Source: an optimization exercise on an open RTL-to-GDS flow (aim: small area, a short achievable clock period and few clock cycles). Production flows keep margins and buffers that such runs may drop.
Where RTL was checked, it was by simulation tests only, not by an equivalence proof against the original.
No activity file was given, so power comes from the tool's default toggle rates.

// sw_link_core
module sw_link_core (
    input  wire         clk,
    input  wire         rst,             
    input  wire [7:0]   cfg_self_addr,   
    input  wire [7:0]   cfg_peer_addr,   
    input  wire [6:0]   prog_len,        
    output wire [5:0]   prog_addr,       
    input  wire [7:0]   prog_data,       
    output wire         call_valid,
    output wire [3:0]   call_op,
    output wire [3:0]   call_len,
    output wire [111:0] call_data,
    input  wire         call_ready,
    input  wire         resp_ok,
    input  wire [1:0]   resp_mode,
    input  wire [3:0]   resp_len,
    input  wire [111:0] resp_data,
    input  wire         irq_rx,          
    input  wire         host_req,        
    input  wire [23:0]  host_slots,
    output wire [5:0]   err,
    output wire [1:0]   rej_reason,
    output wire [1:0]   lsm_state,
    output wire [5:0]   ord_code,
    output wire         halted
);
export LEC_CHECK = 0
export CAP_MARGIN = 20
export CORE_MARGIN = 2
export CORE_UTILIZATION = 35
export CTS_CLUSTER_DIAMETER = 150
export CTS_CLUSTER_SIZE = 30
export SETUP_SLACK_MARGIN = 2.4
export SLEW_MARGIN = 20
create_clock -name core_clock -period 5.0 [get_ports {clk}]
standard.sh (not shown) runs the stock make flow with config.mk's settings and CLKGATE_MAP_FILE= SYNTH_SCRIPT=/design/flow/synth_recipe.tcl, a recipe that flattens the netlist after the stock synthesis.
==> flow/flow/run.sh <==
#!/bin/bash
# Standard layout, with the port buffers made of the smallest buffer cell.
set -euo pipefail
export BUFFER_PORTS_ARGS="-buffer_cell sky130_fd_sc_hd__buf_1"
bash standard.sh > standard_flow.log 2>&1
The starting point went through all stages and came out clean.
Testbench counts at the start, summed over its fixed seeds: cycles 32,362.
Change:
- CTS_CLUSTER_DIAMETER: 150 -> not set
- CTS_CLUSTER_SIZE: 30 -> not set
Result: The new run finished clean. Synthesized cell count does not change. Final area went up by 5.2%. Power went up by 30%. Combinational power went down by about 3%. Global-route usage went up by 0.55 points.
Change:
- SETUP_SLACK_MARGIN: 2.4 -> 2.8
What happened: Non-clock buffer count is higher by 66; routed wire length goes up by 12%; worst setup slack gains 0.059 ns; area after synthesis stays the same; hold slack hardly moves; synthesized cell count stays the same; total power went up by 2.4%; register-to-register slack is better by 0.09 ns; sequential share of layout area fell by 2.9 points.
Change:
- CTS_CLUSTER_DIAMETER: not set -> 150
- CTS_CLUSTER_SIZE: not set -> 25
- SETUP_SLACK_MARGIN: 2.8 -> 2.4
The new run went through all stages and came out clean.
Setup slack got worse by 0.066 ns.
Clock-buffer cell count goes down by 30.
Cell count goes down by 4.4%.
Power goes down by 23%.
Clock skew is about the same.
Sequential cell count is unchanged.
Core utilization goes down by 4.7 points.
Global-route usage goes down by 2.1 points.
Synthesized cell count stays the same.
Change:
- CTS_CLUSTER_DIAMETER: 150 -> not set
- CTS_CLUSTER_SIZE: 25 -> not set
- SETUP_SLACK_MARGIN: 2.4 -> 2.0
Sequential power stays flat.
Worst setup slack gets worse by 0.33 ns.
Synthesized cell count is unchanged.
Power is higher by 28%.


lane 1:
sw_link_core, a different RTL version from the one above (not shown whole).
Size: roughly 2600 cells after synthesis, about 560 flip-flops, about 320 I/O pins.
export LEC_CHECK = 0
export ABC_AREA = 1
export CAP_MARGIN = 20
export CORE_MARGIN = 2
export CORE_UTILIZATION = 35
export CTS_CLUSTER_DIAMETER = 150
export CTS_CLUSTER_SIZE = 25
export SETUP_SLACK_MARGIN = 2.8
export SLEW_MARGIN = 20
create_clock -name core_clock -period 5.0 [get_ports {clk}]
Scripts as last shown in full above: flow/flow/run.sh
What lane 2 does differently from lane 1 at the input level:
- SETUP_SLACK_MARGIN: 2.8 -> 2.4
- ABC_AREA: 1 -> unset
Notes after the runs:
- Changes observed in lane 2 relative to lane 1: synthesized area grew by about 0.46%, switching power share of the total shrank by 1.6 points, xor and xnor area share after synthesis climbed 1.1 points.
- Compared with lane 1, lane 2 shows total instance count after detailed placement lower by about 10%.
- Sort lane 1 and lane 2 by length in cells of the worst reg-to-reg path, descending, and lane 1 comes first.
- What lane 1 reported for non-clock buffer count has to be multiplied by 0.889 to get the figure for lane 2.
- Changes observed in lane 2 relative to lane 1: clock network fraction of total power picked up an extra 1.4 points; die area has increased; static power due to leakage lower.
- Taking lane 1 as the reference, in lane 2 critical path depth in cells shows a reduction of 1, design area shows a reduction of 0.0014 mm².
Function was not checked in any run of this note: the RTL went through the layout flow alone.


sw_link_core, a different RTL version from the one above (not shown whole).
Size in the first run: about 1700 cells after synthesis, roughly 0.018 mm2 of cells after synthesis.
## sw_link_core
module sw_link_core (
    input  wire         clk,
    input  wire         rst,             
    input  wire [7:0]   cfg_self_addr,   
    input  wire [7:0]   cfg_peer_addr,   
    input  wire [6:0]   prog_len,        
    output wire [5:0]   prog_addr,       
    input  wire [7:0]   prog_data,       
    output wire         call_valid,
    output wire [3:0]   call_op,
    output wire [3:0]   call_len,
    output wire [111:0] call_data,
    input  wire         call_ready,
    input  wire         resp_ok,
    input  wire [1:0]   resp_mode,
    input  wire [3:0]   resp_len,
    input  wire [111:0] resp_data,
    input  wire         irq_rx,          
    input  wire         host_req,        
    input  wire [23:0]  host_slots,
    output wire [5:0]   err,
    output wire [1:0]   rej_reason,
    output wire [1:0]   lsm_state,
    output wire [5:0]   ord_code,
    output wire         halted
);
==> flow/config.mk <==
export PLATFORM = sky130hd
export DESIGN_NAME = sw_link_core
export DESIGN_NICKNAME = sw_link_core
export VERILOG_FILES = /design/flow/design.v
export SDC_FILE = /design/flow/constraint.sdc
export NUM_CORES = 4
export LEC_CHECK = 0
export CAP_MARGIN = 20
export CORE_MARGIN = 2
export CORE_UTILIZATION = 35
export CTS_BUF_LIST = sky130_fd_sc_hd__clkbuf_8
export CTS_CLUSTER_SIZE = 25
export SETUP_SLACK_MARGIN = 2.2
export SLEW_MARGIN = 20
==> flow/constraint.sdc <==
create_clock -name core_clock -period 5.0 [get_ports {clk}]
set_input_delay 1.0000 -clock core_clock [delete_from_list [all_inputs] [get_ports {clk}]]
set_output_delay 1.0000 -clock core_clock [all_outputs]
set_load 0.01 [all_outputs]
Scripts as last shown in full above: flow/flow/run.sh
==> next run, changes <==
- CTS_BUF_LIST: sky130_fd_sc_hd__clkbuf_8 -> unset
- CTS_CLUSTER_SIZE: 25 -> unset
- SETUP_SLACK_MARGIN: 2.2 -> 2.6
Worst hold slack improves by 0.0098 ns. Combinational power climbs by about 16%. Final cell count shrinks by 0.65%. Non-clock buffer count increases by 30. Register-to-register slack improved by 0.41 ns.
==> next run, changes <==
- SETUP_SLACK_MARGIN: 2.6 -> 2.2
After rerunning: Synthesized area stays the same. Power shrinks by a few percent. First-iteration DRC count shrinks by a little under a tenth.
No run of this note included a check of the RTL's function; only the layout flow was run.

## re-timing with driven ports
In the flow no input, the clock included, has a driving cell. The finished layouts below were timed again as built, in two steps.
Step 1 assumes that a clkbuf_16 drives the clock port and a buf_2 every other input.
Step 2 moves the port delays by t, midway between the first and last clock arrival at a register: inputs arrive t later, outputs are due t later. That takes back most of the time a late clock gives input paths.
Slacks: ideal / step 1 / step 2; pairs: ideal / step 1.
| run | t (ns) | setup slack, ns | latest minus earliest clock arrival (ns) |
|---|---|---|---|
| the first run of note 1 | 0.619 | 2.478 / 2.490 / 1.889 | 0.027 / 0.027 |
| the second run of note 1 | 0.652 | 2.480 / 2.457 / 1.898 | 0.023 / 0.024 |
| the third run of note 1 | 0.653 | 2.540 / 2.562 / 1.909 | 0.028 / 0.028 |
| the fourth run of note 1 | 0.619 | 2.474 / 2.495 / 1.884 | 0.031 / 0.031 |
| the fifth run of note 1 | 0.668 | 2.142 / 2.141 / 1.558 | 0.033 / 0.034 |
| lane 1 | 0.655 | 2.524 / 2.524 / 2.001 | 0.039 / 0.039 |
| lane 2 | 0.647 | 2.264 / 2.279 / 1.632 | 0.014 / 0.014 |
| the first run of note 3 | 0.690 | 2.120 / 2.069 / 1.710 | 0.050 / 0.051 |
| the second run of note 3 | 0.643 | 2.207 / 2.147 / 2.081 | 0.020 / 0.021 |
| the third run of note 3 | 0.629 | 2.175 / 2.120 / 1.722 | 0.018 / 0.018 |
After both steps every run listed still meets setup and hold. The setup slack of lane 2, which loses most, moves by +0.015 ns with the drivers and by -0.632 ns with both steps.
